Source: an optimization exercise on an open RTL-to-GDS flow (aim: small area, a short achievable clock period and few clock cycles). Production flows keep margins and buffers that such runs may drop. Only simulation tests tie the RTL to the original design; equivalence was not proved. Power is estimated from default activity; no workload was simulated.

==> design.v <==
module wzwave_fbs (
    input  wire        clk,
    input  wire        rst,
    input  wire        in_valid,
    input  wire [7:0]  in_data,
    output wire        in_ready,
    output wire        out_valid,
    input  wire        out_ready,
    output wire        out_hdr,
    output wire        out_last,
    output wire [3:0]  out_type,
    output wire [71:0] out_data
);
    localparam [7:0] B_SOF = 8'h01;
    localparam [7:0] B_ACK = 8'h06;
    localparam [7:0] B_NAK = 8'h15;
    localparam [7:0] B_CAN = 8'h18;
    localparam [7:0] MIN_LEN = 8'd3;        
    localparam integer BUF_LEN = 252;       
    localparam [7:0] NODE_BITS = 8'd232;    
    localparam [3:0] T_CTL      = 4'd0;
    localparam [3:0] T_DIAG_CKS = 4'd1;
    localparam [3:0] T_DIAG_LEN = 4'd2;
    localparam [3:0] T_DIAG_MAL = 4'd3;
    localparam [3:0] T_VERSION  = 4'd4;
    localparam [3:0] T_MEMID    = 4'd5;
    localparam [3:0] T_SUC      = 4'd6;
    localparam [3:0] T_INIT     = 4'd7;
    localparam [3:0] T_NPI      = 4'd8;
    localparam [3:0] T_SEND     = 4'd9;
    localparam [3:0] T_RNI      = 4'd10;
    localparam [3:0] T_APPUPD   = 4'd11;
    localparam [3:0] T_ROUTING  = 4'd12;
    localparam [3:0] T_APPCMD   = 4'd13;
    localparam [3:0] T_OPAQUE   = 4'd14;
    localparam [2:0] S_HUNT   = 3'd0;    
    localparam [2:0] S_GOTSOF = 3'd1;    
    localparam [2:0] S_BODY   = 3'd2;    
    localparam [2:0] S_BYTES  = 3'd3;    
    localparam [2:0] S_NODES  = 3'd4;    
    reg  [2:0]  state;
    reg  [7:0]  len;           
    reg  [7:0]  cnt;           
    reg  [7:0]  acc;           
    reg  [7:0]  dir;
    reg  [7:0]  fc;
    reg  [7:0]  tail0;         
    reg  [7:0]  tail1;
    reg  [7:0]  tail2;
    reg  [7:0]  pbuf [0:BUF_LEN-1];
    reg         o_valid;
    reg         o_hdr;
    reg         o_last;
    reg  [3:0]  o_type;
    reg  [71:0] o_data;
    wire        o_free = !o_valid || out_ready;
    reg  [3:0]  e_type;
    reg  [7:0]  rd_idx;
    reg  [7:0]  rd_end;
    reg  [7:0]  nidx;          
    reg         nbase3;        
    reg         pend_hdr;      
    reg  [71:0] pend_data;
    assign in_ready  = (state == S_HUNT || state == S_GOTSOF || state == S_BODY) && o_free;
    assign out_valid = o_valid;
    assign out_hdr   = o_hdr;
    assign out_last  = o_last;
    assign out_type  = o_type;
    assign out_data  = o_data;
    wire        in_fire  = in_valid && in_ready;
    wire [7:0]  n        = len - 8'd3;           
    wire        cks_byte = (cnt == len - 8'd1);
    reg  [3:0]  k_type;
    reg  [7:0]  k_nmin;
    always @(*) begin
        k_type = T_OPAQUE;
        k_nmin = 8'd0;
        if (dir == 8'h01) begin
            case (fc)
                8'h15: begin k_type = T_VERSION; k_nmin = 8'd1;  end
                8'h20: begin k_type = T_MEMID;   k_nmin = 8'd5;  end
                8'h56: begin k_type = T_SUC;     k_nmin = 8'd1;  end
                8'h02: begin k_type = T_INIT;    k_nmin = 8'd32; end
                8'h41: begin k_type = T_NPI;     k_nmin = 8'd5;  end
                8'h13: begin k_type = T_SEND;    k_nmin = 8'd1;  end
                8'h60: begin k_type = T_RNI;     k_nmin = 8'd1;  end
                8'h80: begin k_type = T_ROUTING; k_nmin = 8'd29; end
                default: ;
            endcase
        end else if (dir == 8'h00) begin
            case (fc)
                8'h13: begin k_type = T_SEND;    k_nmin = 8'd2;  end
                8'h49: begin k_type = T_APPUPD;  k_nmin = 8'd2;  end
                8'h04: begin k_type = T_APPCMD;  k_nmin = 8'd3;  end
                default: ;
            endcase
        end
    end
    wire [7:0]  p0 = pbuf[0];
    wire [7:0]  p1 = pbuf[1];
    wire [7:0]  p2 = pbuf[2];
    wire [7:0]  p3 = pbuf[3];
    wire [7:0]  p4 = pbuf[4];
    wire [1:0]  tier = p0[5:4];
    reg  [71:0] hdr_data;
    always @(*) begin
        hdr_data = 72'd0;
        case (k_type)
            T_VERSION: hdr_data[7:0] = tail0;
            T_MEMID: begin
                hdr_data[31:0]  = {p0, p1, p2, p3};
                hdr_data[39:32] = p4;
            end
            T_SUC: begin
                hdr_data[7:0] = p0;
                hdr_data[8]   = (p0 != 8'h00);
            end
            T_INIT: hdr_data[23:0] = {p2, p1, p0};
            T_NPI: begin
                hdr_data[7:0]   = p0;
                hdr_data[15:8]  = p1;
                hdr_data[16]    = p0[7];
                hdr_data[18:17] = tier;
                hdr_data[21:19] = p0[2:0];
                hdr_data[22]    = p1[3];
                hdr_data[23]    = p1[4];
                hdr_data[24]    = p1[0];
                hdr_data[25]    = (tier == 2'd0) || (tier == 2'd1);
                hdr_data[41:26] = (tier == 2'd0) ? 16'd9600 :
                                  (tier == 2'd1) ? 16'd40000 : 16'd0;
                hdr_data[49:42] = tail2;
                hdr_data[57:50] = tail1;
                hdr_data[65:58] = tail0;
            end
            T_SEND: begin
                if (dir == 8'h01) begin
                    hdr_data[7:0] = p0;
                    hdr_data[24]  = 1'b1;
                end else begin
                    hdr_data[15:8]  = p0;
                    hdr_data[23:16] = p1;
                    hdr_data[25]    = 1'b1;
                end
            end
            T_RNI: begin
                hdr_data[7:0] = p0;
                hdr_data[8]   = (p0 == 8'h01);
            end
            T_APPUPD: hdr_data[15:0] = {p1, p0};
            T_APPCMD: hdr_data[23:0] = {p2, p1, p0};
            T_OPAQUE: hdr_data[15:0] = {fc, dir};
            default: ;
        endcase
    end
    reg  [7:0]  b_start;
    reg  [7:0]  b_end;
    reg         k_bytes;
    reg         k_nodes;
    always @(*) begin
        b_start = 8'd0;
        b_end   = n;
        k_bytes = 1'b0;
        k_nodes = 1'b0;
        case (k_type)
            T_VERSION: begin k_bytes = 1'b1; b_end = n - 8'd1; end
            T_APPUPD:  begin k_bytes = 1'b1; b_start = 8'd2; end
            T_APPCMD:  begin k_bytes = 1'b1; b_start = 8'd3; end
            T_OPAQUE:  k_bytes = 1'b1;
            T_INIT:    k_nodes = 1'b1;
            T_ROUTING: k_nodes = 1'b1;
            default: ;
        endcase
    end
    wire [7:0]  nbyte_idx = {3'd0, nidx[7:3]} + (nbase3 ? 8'd3 : 8'd0);
    wire [7:0]  nbyte     = pbuf[nbyte_idx];
    wire        nbit      = nbyte[nidx[2:0]];
    always @(posedge clk) begin
        if (rst) begin
            state   <= S_HUNT;
            o_valid <= 1'b0;
        end else begin
            if (out_ready)
                o_valid <= 1'b0;
            case (state)
                S_HUNT: begin
                    if (in_fire) begin
                        if (in_data == B_ACK || in_data == B_NAK || in_data == B_CAN) begin
                            o_valid <= 1'b1;
                            o_hdr   <= 1'b1;
                            o_last  <= 1'b1;
                            o_type  <= T_CTL;
                            o_data  <= {64'd0, in_data};
                        end else if (in_data == B_SOF) begin
                            state <= S_GOTSOF;
                        end
                    end
                end
                S_GOTSOF: begin
                    if (in_fire) begin
                        if (in_data < MIN_LEN) begin
                            o_valid <= 1'b1;
                            o_hdr   <= 1'b1;
                            o_last  <= 1'b1;
                            o_type  <= T_DIAG_LEN;
                            o_data  <= {64'd0, in_data};
                            state   <= (in_data == B_SOF) ? S_GOTSOF : S_HUNT;
                        end else begin
                            len   <= in_data;
                            cnt   <= 8'd0;
                            acc   <= 8'hFF ^ in_data;
                            state <= S_BODY;
                        end
                    end
                end
                S_BODY: begin
                    if (in_fire) begin
                        if (cks_byte) begin
                            state <= S_HUNT;
                            if (acc != in_data) begin
                                o_valid <= 1'b1;
                                o_hdr   <= 1'b1;
                                o_last  <= 1'b1;
                                o_type  <= T_DIAG_CKS;
                                o_data  <= {48'd0, acc, in_data, len};
                            end else if (n < k_nmin) begin
                                o_valid <= 1'b1;
                                o_hdr   <= 1'b1;
                                o_last  <= 1'b1;
                                o_type  <= T_DIAG_MAL;
                                o_data  <= {40'd0, k_nmin, n, fc, dir};
                            end else if (k_nodes) begin
                                e_type    <= k_type;
                                pend_hdr  <= 1'b1;
                                pend_data <= hdr_data;
                                nidx      <= 8'd0;
                                nbase3    <= (k_type == T_INIT);
                                state     <= S_NODES;
                            end else begin
                                o_valid <= 1'b1;
                                o_hdr   <= 1'b1;
                                o_type  <= k_type;
                                o_data  <= hdr_data;
                                if (k_bytes && (b_start < b_end)) begin
                                    o_last <= 1'b0;
                                    e_type <= k_type;
                                    rd_idx <= b_start;
                                    rd_end <= b_end;
                                    state  <= S_BYTES;
                                end else begin
                                    o_last <= 1'b1;
                                end
                            end
                        end else begin
                            acc <= acc ^ in_data;
                            cnt <= cnt + 8'd1;
                            if (cnt == 8'd0) begin
                                dir <= in_data;
                            end else if (cnt == 8'd1) begin
                                fc <= in_data;
                            end else begin
                                pbuf[cnt - 8'd2] <= in_data;
                                tail2 <= tail1;
                                tail1 <= tail0;
                                tail0 <= in_data;
                            end
                        end
                    end
                end
                S_BYTES: begin
                    if (o_free) begin
                        o_valid <= 1'b1;
                        o_hdr   <= 1'b0;
                        o_type  <= e_type;
                        o_data  <= {64'd0, pbuf[rd_idx]};
                        o_last  <= (rd_idx + 8'd1 == rd_end);
                        rd_idx  <= rd_idx + 8'd1;
                        if (rd_idx + 8'd1 == rd_end)
                            state <= S_HUNT;
                    end
                end
                S_NODES: begin
                    if (nidx == NODE_BITS) begin
                        if (o_free) begin
                            o_valid <= 1'b1;
                            o_hdr   <= pend_hdr;
                            o_last  <= 1'b1;
                            o_type  <= e_type;
                            o_data  <= pend_data;
                            state   <= S_HUNT;
                        end
                    end else if (!nbit) begin
                        nidx <= nidx + 8'd1;
                    end else if (o_free) begin
                        o_valid   <= 1'b1;
                        o_hdr     <= pend_hdr;
                        o_last    <= 1'b0;
                        o_type    <= e_type;
                        o_data    <= pend_data;
                        pend_hdr  <= 1'b0;
                        pend_data <= {64'd0, nidx + 8'd1};
                        nidx      <= nidx + 8'd1;
                    end
                end
                default: state <= S_HUNT;
            endcase
        end
    end
endmodule
==> run.sh <==
#!/bin/bash
# synth_recipe.tcl (not shown) runs the flow's synth.tcl, then flattens the netlist and writes it again
# the make line also repeats each setting of config.mk as NAME=value (left out here)
make -C /OpenROAD-flow-scripts/flow DESIGN_CONFIG=/design/flow/config.mk WORK_HOME=/design/flow/orfs CLKGATE_MAP_FILE= SYNTH_SCRIPT=/design/flow/synth_recipe.tcl finish
==> config.mk <==
export PLATFORM = sky130hd
export DESIGN_NAME = wzwave_fbs
export DESIGN_NICKNAME = wzwave_fbs
export VERILOG_FILES = /design/flow/design.v
export SDC_FILE = /design/flow/constraint.sdc
export NUM_CORES = 4
export LEC_CHECK = 0
export CAP_MARGIN = 20
export CORE_MARGIN = 2
export CORE_UTILIZATION = 40
export SLEW_MARGIN = 20
==> constraint.sdc <==
create_clock -name core_clock -period 10.0 [get_ports {clk}]
set_input_delay 2.0000 -clock core_clock [delete_from_list [all_inputs] [get_ports {clk}]]
set_output_delay 2.0000 -clock core_clock [all_outputs]
set_load 0.01 [all_outputs]
==> notes.md <==
## layer usage
layer,GRT usage,share of wire,up-vias
met4,0.0626,0.030,14
met2,0.321,0.45,2919
li1,-,-,20000
met3,0.0517,0.10,432
met1,0.316,0.42,26500
met5,0,0.00037,-
## worst min-delay path by stage
stage / startpoint / end / slack [ps] / cells after the start
after detailed placement: tail1[0]$_DFFE_PP_ / tail2[0]$_DFFE_PP_ / 470 / 0
after global routing: tail1[0]$_DFFE_PP_ / tail2[0]$_DFFE_PP_ / 490 / 0
final: tail1[5]$_DFFE_PP_ / tail2[5]$_DFFE_PP_ / 480 / 0
after CTS: tail1[0]$_DFFE_PP_ / tail2[0]$_DFFE_PP_ / 480 / 0
after global placement: tail1[0]$_DFFE_PP_ / tail2[0]$_DFFE_PP_ / 460 / 0
after floorplan: tail1[0]$_DFFE_PP_ / tail2[0]$_DFFE_PP_ / 440 / 0
## power groups by stage
| stage | logic (mW) | clock network (mW) | registers, mW |
|---|---|---|---|
| 2_1_floorplan | 0.0137 | 0 | 10.7 |
| 3_3_place_gp | 0.220 | 0 | 10.7 |
| 3_5_place_dp | 0.223 | 0 | 10.7 |
| 4_1_cts | 0.222 | 8.71 | 10.5 |
| 5_1_grt | 0.232 | 9.09 | 10.5 |
| 6_report | 0.217 | 8.57 | 10.5 |
## metrics by stage
stage / instance area, um^2 / total power [mW]
2_1_floorplan: 94900 / 10.8
3_3_place_gp: 99500 / 11.0
3_5_place_dp: 99500 / 11.0
4_1_cts: 107000 / 19.5
5_1_grt: 107000 / 19.9
6_report: 107000 / 19.3
## critical path: cells and delay by family (launching register included)
kind	cells	cell delay, ps
multiplexers	1	320
flip-flops	1	510
adder cells (fa/ha/maj)	2	1610
AND/OR/NAND/NOR	2	470
buffers and inverters	2	1410
AO/OA/AOI/OAI	5	1730
## logic make-up (layout without fill, tap and decap cells)
logic type                 after synthesis  after routing
other                                    1              8
buffers and inverters                  336            654
adders and majority gates               21             21
and+or+nand+nor                        796            796
muxes                                  803            803
DFF                                   2290           2290
xor gates and xnor gates                72             72
AOI/OAI and AO/OA                      387            387
## registers in the layout (all words and copies together) (netlist names), named ones only
name	flops
nidx	8
o_hdr	1
fc	8
e_type	4
tail2	8
len	8
o_type	4
o_last	1
tail0	8
state	3
pend_hdr	1
o_valid	1
nbase3	1
rd_idx	8
acc	8
tail1	8
o_data	65
pbuf	2048
dir	8
pend_data	65
cnt	8
rd_end	8
## cell type report
cell class,count,area (um^2)
fill,19700,129000
sequential,2290,68700
multi-input combinational,2086,25000
clock buffer,261,5850
tap,3150,3940
timing repair buffer,196,1860
clock inverter,164,1700
inverter,33,124
antenna,1,2.50
## placed cells by master, fill, tap and decap left out, types with 9 or more instances in the layout
master | netlist | routed
clkdlybuf4s50_1 | 0 | 76
buf_4 | 18 | 100
mux2i_1 | 52 | 52
ha_1 | 20 | 19
nor2b_1 | 10 | 9
and3_1 | 50 | 50
bufinv_16 | 0 | 26
o2111ai_1 | 10 | 10
nor4_1 | 15 | 15
or3_1 | 9 | 9
o211ai_1 | 12 | 12
inv_1 | 30 | 29
buf_12 | 0 | 10
o31ai_1 | 10 | 10
clkbuf_16 | 0 | 229
a222oi_1 | 14 | 14
o31a_1 | 9 | 9
a22o_1 | 45 | 45
nand2_1 | 159 | 156
and2_1 | 14 | 13
a31oi_1 | 28 | 27
nand3_1 | 46 | 46
xnor2_1 | 38 | 38
mux4_2 | 741 | 741
clkinv_2 | 0 | 50
clkinv_1 | 1 | 50
nand4_1 | 16 | 16
nand2b_1 | 9 | 9
o21ai_0 | 51 | 50
a21oi_1 | 66 | 66
a211oi_1 | 14 | 14
xor2_1 | 32 | 31
nor2_1 | 382 | 382
o22ai_1 | 21 | 18
clkinvlp_4 | 0 | 18
nor3_1 | 30 | 28
edfxtp_1 | 2278 | 2278
clkbuf_1 | 161 | 32
a22oi_1 | 23 | 23
==> impl_metrics.yaml <==
logic_synthesis:
  synth_cell_types: 100
  synth_enable_flop_cells: 2278
  synthCells: 4706
  synth_xor_area_frac: 0.00694
  ys.flop_type: "edfxtp_1"
  synth-compound-area-share: 0.0301
  ys_seq_area_frac: 0.723
  synth_top_area_share: 0.721
  synth_top_family_by_area: "multiplexers"
  synth_largest_area_cell: "edfxtp_1"
  ys_seq_elements: 2290
  syn_avg_cell_area_um2: 20.2
  syn_area_um2: 94900
  synthSimpleGateAreaFrac: 0.0389
  yosysMostFrequentCell: "edfxtp_1"
  muxShareOfSynthArea: 0.183
  ys_warn_count: 1
  synth_common_cells: "2278 x edfxtp_1, 741 x mux4_2, 382 x nor2_1, 161 x clkbuf_1, 159 x nand2_1"
  synthArstFlopShare: 0
  ys_top_cells_by_area: "edfxtp_1 72%, mux4_2 18%, nor2_1 1.5%, clkbuf_1 0.64%, nand2_1 0.63%"
  synth-adder-area-share: 0.00285
die:
  die_area_um2: 241000
  std_cell_rows: 178
  die_w_um: 491
  start_util: 0.403
  pin_count: 92
  die_h_um: 491
  coreArea_um2: 236000
route:
  wl_per_cell_um: 32.0
  viasPerCell: 6.09
  drt_pass1_iterations: 9
  post-route-drc-count: 0
  drtAntennaViolNets: 0
  vias: 49800
  wl_um: 262000
  initialDrtViolationCount: 7657
setup_path:
  crit_fanout: 58
  critPathKind: "register to register"
  worstPathRequired_ps: 10450
  r2r_start: "nidx[3]$_SDFFCE_PN0P_"
  arrival_ps: 6990
  crit_top_cell: "buf_4"
  critPathLaunchType: "register"
  crit_chain: "ha_4 > fa_4 > buf_4 > mux4_2 > nor2b_1 > a2111oi_0 > a311oi_1 > o21ai_0 > o211ai_1 > nand2_1 > a311oi_4 > buf_4"
  slowest_stage: "fa_4"
  ff2ff_path_depth: 12
  reg2reg_to: "pend_data[51]$_SDFFCE_PP0P_"
  crit_start: "nidx[3]$_SDFFCE_PN0P_"
  rrSetupSlack_ps: 3450
  max_stage_delay_ps: 1390
  end_kind: "register"
  crit_end: "pend_data[51]$_SDFFCE_PP0P_"
cells_and_area:
  drive_gt1_frac: 0.252
  final_nets: 4867
  post-route-util: 0.455
  finalNonFillerCells: 8181
  area_growth_pct: 12.9
global_route:
  antenna_found_initial: 14
  grt.total_usage: 0.215
  grt_overflow: 0
  grt_pass1_vias: 48800
  grt_pass1_wl_um: 377000
  grt_max_degree: 144
place:
  dp_cells: 7754
  dp_hpwl_um: 165000
  port_buffers: 84
  pre_cts_slack_ps: 3340
  gp_congestion: 0.934
sta:
  whs_ps: 477
  fin_crit_ps: 6550
  fin_tns_setup_ps: 0
  fmax_ghz: 0.153
  worst_slew_pin_slew_ps: 1130
  slew_viol_final: 0
  hold_violations: 0
  setup_viol: 0
  rsz0062_at_grt: "no"
  fin_skew_ps: 61.8
  timing.final.ws_setup_ps: 3450
  slew_headroom: 0.247
  fin_crit_sh: 0.655
cts:
  cts_root_buf: "clkbuf_16"
  clk_latency_ps: 880
  clkSlewWorstSetupHoldPaths_ps: 60
  h-tree-depth: 4
  postCtsSetupBuffers: 0
  numCtsBuffers: 227
  ctsLongestPathBuffers: 3
  cts_num_sinks: 2290
  cts_tree: "done"
  ctsResizeCount: 0
  cts_hold_buf: 0
pwr:
  p_clk_frac: 0.444
  internal_power_mw: 15.4
  combPwrFrac: 0.011
  p_seq_frac: 0.545
  vdd_drop_max_mv: 0.186
  switchingPower_mw: 3.89
  leakagePower_nw: 33.7
  switching_share: 0.201
  powerDensity_nw_per_um2: 180
run_status:
  status: "no timing/DRC/antenna violations"
min_path:
  hold_class: "register to register"
job:
  cap_violations: 0
Testbench counts, summed over its fixed seeds: cycles 92,601.

afterwards: timing with drivers on the ports:
No port has a modelled driver above. Below, the same layout with a new extraction and two added sets of constraints.
Step 1 sets driving cells, clkbuf_16 on the clock port and buf_2 on the other inputs (assumed; they add their load-dependent delay and slew).
Step 2 adds t to the input delays and takes it off the output delays; t is the mean of the earliest and latest rising clock arrival at the registers after step 1. Input paths then give back, and output paths get back, about the clock's delay inside the block.
Slacks: no drivers / after step 1 / after step 2; pairs: no drivers / after step 1.
shift t [ns]: 0.944
setup WS [ns]: 3.452 / 3.452 / 3.065
worst setup path after step 2: input to register
worst data-port slew with drivers (ns): 0.08
cell pins on the clock port's net: 1
After both steps setup and hold are still met in this run. The setup slack of this run moves by 0.000 ns with the drivers and by -0.387 ns with both steps.
